This design comes from an exercise in tuning for small area, a short achievable clock period and few clock cycles per item on the open sky130 flow, not from production work.
The RTL was checked by simulation tests, not by an equivalence proof against the original design.

willow:
## smu_dac_conv
module smu_dac_conv (
    input  wire        clk,
    input  wire        rst,         
    input  wire        in_valid,
    output wire        in_ready,
    input  wire [3:0]  in_role,     
    input  wire [7:0]  in_range,    
    input  wire [31:0] in_x,        
    input  wire [31:0] in_cllv,     
    input  wire [31:0] in_clhv,     
    output wire        out_valid,
    input  wire        out_ready,
    output wire [15:0] out_code,
    output wire        out_err      
);
clock: 40.0 ns
lec_check: 0
abc_area: 1
cap_margin: 50
core_margin: 2
core_utilization: 60
cts_buf_list: sky130_fd_sc_hd__clkbuf_16
cts_cluster_diameter: 100
cts_cluster_size: 20
slew_margin: 75
standard.sh (not shown) runs the stock make flow with config.mk's settings and CLKGATE_MAP_FILE= SYNTH_SCRIPT=/design/flow/synth_recipe.tcl, a recipe that flattens the netlist after the stock synthesis.
==> flow/flow/run.sh <==
#!/bin/bash
# The standard layout, with plain buffers (sky130_fd_sc_hd__buf_1) on the ports
# instead of the delay buffers buffer_ports picks by default.
set -euo pipefail
bash standard.sh "BUFFER_PORTS_ARGS=-buffer_cell sky130_fd_sc_hd__buf_1" finish > standard.log 2>&1
Testbench counts of willow, summed over its fixed seeds: cycles 4,832, items 4,800.
> inputs changed (willow -> xenon)
# willow
export LEC_CHECK = 0
export ABC_AREA = 1
export CAP_MARGIN = 50
export CORE_MARGIN = 2
export CORE_UTILIZATION = 60
export CTS_BUF_LIST = sky130_fd_sc_hd__clkbuf_16
export CTS_CLUSTER_DIAMETER = 100
export CTS_CLUSTER_SIZE = 20
export SLEW_MARGIN = 75
create_clock -name core_clock -period 40.0 [get_ports {clk}]
# xenon
export LEC_CHECK = 0
export ABC_AREA = 1
export CAP_MARGIN = 50
export CORE_MARGIN = 2
export CORE_UTILIZATION = 60
export CTS_BUF_LIST = sky130_fd_sc_hd__clkbuf_16
export CTS_CLUSTER_DIAMETER = 100
export CTS_CLUSTER_SIZE = 20
export SLEW_MARGIN = 65
create_clock -name core_clock -period 40.0 [get_ports {clk}]
[summary]
- xenon | status: complete | timing, DRC, antenna: pass
- Core utilization: xenon vs willow down 0.99 points
- From willow to xenon, number of distinct library cells after synthesis did not move at all.
- In xenon, the post-route cell area came out about 1.5% below the value in willow.
- Summary — sequential standard cell area, xenon relative to willow: lower, by about 0.6%.
- When xenon is set beside willow, its global-route usage over all layers turns out to be 0.28 points larger.
- Setup slack: xenon vs willow down 41 ps
- The wire length on willow is in line with that on xenon.
- Compared with willow, in xenon number of standard cells in the final layout excluding fillers barely changed, number of buffers added by the clock tree synthesis step barely changed.
[inputs] violet vs xenon
# xenon
export LEC_CHECK = 0
export ABC_AREA = 1
export CAP_MARGIN = 50
export CORE_MARGIN = 2
export CORE_UTILIZATION = 60
export CTS_BUF_LIST = sky130_fd_sc_hd__clkbuf_16
export CTS_CLUSTER_DIAMETER = 100
export CTS_CLUSTER_SIZE = 20
export SLEW_MARGIN = 65
create_clock -name core_clock -period 40.0 [get_ports {clk}]
# violet
export LEC_CHECK = 0
export ABC_AREA = 1
export CAP_MARGIN = 50
export CORE_MARGIN = 2
export CORE_UTILIZATION = 60
export CTS_BUF_LIST = sky130_fd_sc_hd__clkbuf_16
export CTS_CLUSTER_DIAMETER = 200
export CTS_CLUSTER_SIZE = 20
export SLEW_MARGIN = 70
create_clock -name core_clock -period 40.0 [get_ports {clk}]
## What came out
- violet against xenon: highest clock rate has increased.
- edfxtp_1 as the worst-path cell with the longest stage delay was reported by violet, and dfxtp_1 by xenon.
- violet went all the way through synthesis, placement and routing and the layout is clean on timing, DRC and antenna.
Input-level comparison between pepper and violet:
# violet
export LEC_CHECK = 0
export ABC_AREA = 1
export CAP_MARGIN = 50
export CORE_MARGIN = 2
export CORE_UTILIZATION = 60
export CTS_BUF_LIST = sky130_fd_sc_hd__clkbuf_16
export CTS_CLUSTER_DIAMETER = 200
export CTS_CLUSTER_SIZE = 20
export SLEW_MARGIN = 70
create_clock -name core_clock -period 40.0 [get_ports {clk}]
# pepper
export LEC_CHECK = 0
export ABC_AREA = 1
export CAP_MARGIN = 50
export CORE_MARGIN = 2
export CORE_UTILIZATION = 40
export CTS_BUF_LIST = sky130_fd_sc_hd__clkbuf_4 sky130_fd_sc_hd__clkbuf_8
export SLEW_MARGIN = 70
create_clock -name core_clock -period 40.0 [get_ports {clk}]
[summary]
pepper: full flow OK, the timing, DRC and antenna checks passed. Comparing violet against pepper, there is no change at all in portion of the post-synthesis area used by sequential elements. Number of non-clock buffers, pepper vs violet: up slightly. Compared to violet, pepper has worst setup slack 99 ps lower. Run comparison: pepper worst setup path startpoint ov$_SDFFE_PP0N_; violet worst setup path startpoint ob[1]$_DFFE_PP_.

separate check: timing with driven ports:
The results above use ideal ports. As a check the final layouts listed here were re-extracted and re-timed, cells and wires unchanged.
Step 1 (the two cells are an assumption about what drives the block):
set clk [get_ports {clk}]
set_driving_cell -lib_cell sky130_fd_sc_hd__clkbuf_16 $clk
set_driving_cell -lib_cell sky130_fd_sc_hd__buf_2 [delete_from_list [all_inputs] $clk]
Step 2 moves the port delays by t, midway between the first and last clock arrival at a register: inputs arrive t later, outputs are due t later. That takes back most of the time a late clock gives input paths.
Three values: no drivers, after step 1, after step 2; two values: the first two.
run	t (ns)	setup slack, ns	latest minus earliest clock arrival (ns)
willow	0.587	30.927 / 30.870 / 30.622	0.024 / 0.024
xenon	0.589	30.886 / 30.874 / 30.496	0.035 / 0.035
violet	0.585	30.932 / 30.875 / 30.619	0.032 / 0.033
pepper	0.705	30.833 / 30.771 / 30.567	0.047 / 0.047
After both steps setup and hold are still met in every run listed. The setup slack of xenon, which loses most, moves by -0.012 ns with the drivers and by -0.390 ns with both steps.
